Context: an optimization exercise on an open-source flow, tuned for small area, a short achievable clock period and few clock cycles. The choices shown serve that exercise and are no tape-out recipe.

// ota_core
module ota_core (
    input  wire        clk,
    input  wire        rst,
    input  wire        cmd_valid,
    output reg         cmd_ready,
    input  wire [2:0]  cmd_op,
    input  wire [31:0] cmd_arg,
    input  wire        in_valid,
    output reg         in_ready,
    input  wire [7:0]  in_data,
    output reg         rsp_valid,
    output reg  [31:0] rsp_data,
    output reg         out_valid,
    output reg  [7:0]  out_data,
    output reg         dict_we,
    output reg  [10:0] dict_waddr,
    output reg  [7:0]  dict_wdata,
    output reg  [10:0] dict_raddr,
    input  wire [7:0]  dict_rdata
);
Size: ~1900 cells after synthesis, about 340 flip-flops, roughly 0.018 mm² of cells after synthesis.
clock: 10.0 ns
lec_check: 0
abc_clock_period_in_ps: 3000
cap_margin: 20
core_margin: 2
core_utilization: 40
slew_margin: 20
standard.sh (not shown) runs the stock make flow with config.mk's settings and CLKGATE_MAP_FILE= SYNTH_SCRIPT=/design/flow/synth_recipe.tcl, a recipe that flattens the netlist after the stock synthesis.
==> flow/flow/run.sh <==
#!/bin/bash
set -euo pipefail
bash standard.sh SETUP_SLACK_MARGIN=7 finish > standard_flow.log 2>&1
The first run went through all stages and came out clean.
Then changed:
--- a/flow/design.v
+++ b/flow/design.v
@@ -52,17 +52,16 @@
     reg [7:0]  b0, b1;           
     reg        v0, v1;
     reg [30:0] bitq;             
     reg [4:0]  bitcnt;
     reg [1:0]  nopp;             
     reg        rd_act;           
     reg        a_lit;            
     reg [4:0]  cnt;              
-    reg        last;             
     reg        dv;               
     reg        d_lit;            
     reg [10:0] dp;               
     wire busy = !cmd_ready;      
     reg [31:0] crc_next;
     integer i;
     always @* begin
         crc_next = crc ^ {24'd0, b0};
@@ -70,39 +69,36 @@
             crc_next = crc_next[0] ? ((crc_next >> 1) ^ 32'hEDB88320) : (crc_next >> 1);
     end
     wire active  = (st == ST_HEADER) || (st == ST_FILE) || (st == ST_COMPLETED);
     wire in_file = (st == ST_FILE);
     wire in_hdr  = (st == ST_HEADER);
     wire full_ok = bitq[30] ? (bitcnt >= 5'd9)  : (bitcnt >= 5'd16);
     wire part_ok = bitq[30] ? (bitcnt >= 5'd17) : (bitcnt >= 5'd24);
     wire tp      = (nopp != 2'd0) && full_ok;
-    wire take    = tp && (!rd_act || last);
+    wire take    = tp && (!rd_act || cnt == 5'd0);
     wire [1:0] nopp_a = !full_ok ? 2'd0 :
                         take     ? {1'b0, nopp[1] && part_ok} :
                         (nopp[1] && !part_ok) ? 2'd1 : nopp;
     wire feed    = v0 && in_file && !nopp_a[1];
     wire ib_go   = v0 && (!in_file || !nopp_a[1]);
     wire cmd_fire = cmd_valid && cmd_ready;
     wire in_fire  = in_valid && in_ready;
     wire do_start = cmd_fire && (cmd_op == OP_START) && !active;
     wire do_poll  = cmd_fire && (cmd_op == OP_POLL);
     wire poll_end = busy && !more && !v0 && !tp && !rd_act && !dv;
     wire       fwd     = out_valid && (dp == written[10:0]);
     wire       wr_done = wrapped || (dp < written[10:0]);
     wire [7:0] dbyte   = d_lit ? dp[7:0] :
                          fwd ? out_data :
                          wr_done ? dict_rdata :
                          ((dp >= 11'd17) ? 8'h20 : 8'h00);
-    wire [38:0] ins   = {b0, 31'd0} >> bitcnt;
-    wire [38:0] qx    = {bitq, 8'd0} | (feed ? ins : 39'd0);
-    wire [30:0] q_n   = !take ? qx[38:8] : (bitq[30] ? qx[29:0] << 1 : qx[22:0] << 8);
-    wire [4:0]  c_n   = !take ? (feed ? bitcnt + 5'd8 : bitcnt) :
-                        bitq[30] ? (feed ? bitcnt - 5'd1 : bitcnt - 5'd9) :
-                                   (feed ? bitcnt - 5'd8 : bitcnt - 5'd16);
+    wire [4:0]  shamt = take ? (bitq[30] ? 5'd9 : 5'd16) : 5'd0;
+    wire [30:0] q1    = bitq << shamt;
+    wire [4:0]  c1    = bitcnt - shamt;
     wire [7:0] rbyte = rem[8*hdr_fill[1:0] +: 8];
     wire [8:0] ldiff = {1'b0, rbyte} - {1'b0, (hdr_fill[1:0] == 2'd0) ? 8'd8 : {7'd0, lborrow}};
     wire v1_n   = (v1 && !ib_go) || (v0 && in_fire && !ib_go);
     wire more_n = in_fire ? (cl != 32'd1) : more;
     wire       r_arg = !busy && (cmd_op == OP_START) && !active;
     wire       r_wr  = !busy && (cmd_op == OP_PROGRESS) && active;
     reg  [4:0] r_code;
     always @* begin
@@ -178,17 +174,17 @@
                 in_ready <= more_n && !v1_n;
             end
             v0 <= ib_go ? (v1 || in_fire) : (v0 || in_fire);
             v1 <= v1_n;
             if (do_start)
                 nopp <= 2'd0;
             else if (in_file)
                 nopp <= nopp_a + {1'b0, feed};
-            rd_act    <= take || (rd_act && !last);
+            rd_act    <= take || (rd_act && cnt != 5'd0);
             dv        <= rd_act;
             out_valid <= dv;
         end
     end
     always @(posedge clk) begin
         rsp_data <= r_arg ? cmd_arg : r_wr ? written : {{27{r_code[4]}}, r_code};
         if (cmd_fire && cmd_op == OP_POLL)
             cl <= cmd_arg;
@@ -225,30 +221,31 @@
             end else if (in_file) begin
                 crc <= crc_next;
                 rem <= rem - 33'd1;
             end
         end
         if (do_start) begin
             bitq   <= 31'd0;
             bitcnt <= 5'd0;
-        end else begin
-            bitq   <= q_n;
-            bitcnt <= c_n;
+        end else if (feed) begin
+            bitq   <= q1 | ({b0, 23'd0} >> c1);
+            bitcnt <= c1 + 5'd8;
+        end else if (take) begin
+            bitq   <= q1;
+            bitcnt <= c1;
         end
         if (take) begin
             a_lit      <= bitq[30];
             dict_raddr <= bitq[30] ? {3'd0, bitq[29:22]} : bitq[29:19] + 11'd17;
             cnt        <= bitq[30] ? 5'd0 : {1'b0, bitq[18:15]} + 5'd1;
-            last       <= bitq[30];
         end else begin
             a_lit      <= 1'b0;
             dict_raddr <= dict_raddr + 11'd1;
             cnt        <= cnt - 5'd1;
-            last       <= (cnt == 5'd1);
         end
         d_lit    <= a_lit;
         dp       <= dict_raddr;
         out_data <= dbyte;
         written  <= do_start ? 32'd0 : written + {31'd0, out_valid};
         wrapped  <= do_start ? 1'b0 : (wrapped || (out_valid && written[10:0] == 11'd2047));
     end
 endmodule
=> Register-to-register slack got worse by 130 ps; worst setup slack improved by 9.9 ps; final cell count is lower slightly; critical path depth stays the same; cell area is higher by a few percent.
No functional check of the RTL was part of any run of this note.

[port drivers added, routing unchanged]
In the flow no input, the clock included, has a driving cell. The finished layouts below were timed again as built, in two steps. Step 1: set_driving_cell puts a clkbuf_16 on clk and a buf_2 on each other input, an assumption about the parent block. Step 2 moves the port delays by t, midway between the first and last clock arrival at a register: inputs arrive t later, outputs are due t later. That takes back most of the time a late clock gives input paths. a / b / c = ideal / step 1 / step 2; a / b = the first two.
run | shift t [ns] | setup WS [ns] | pins driven straight from the clock port
the first run | 0.612 | 6.892 / 6.835 / 6.400 | 1
the second run | 0.603 | 6.902 / 6.848 / 6.404 | 1
After both steps every run listed still meets setup and hold. The setup slack of the second run, which loses most, moves by -0.054 ns with the drivers and by -0.498 ns with both steps.
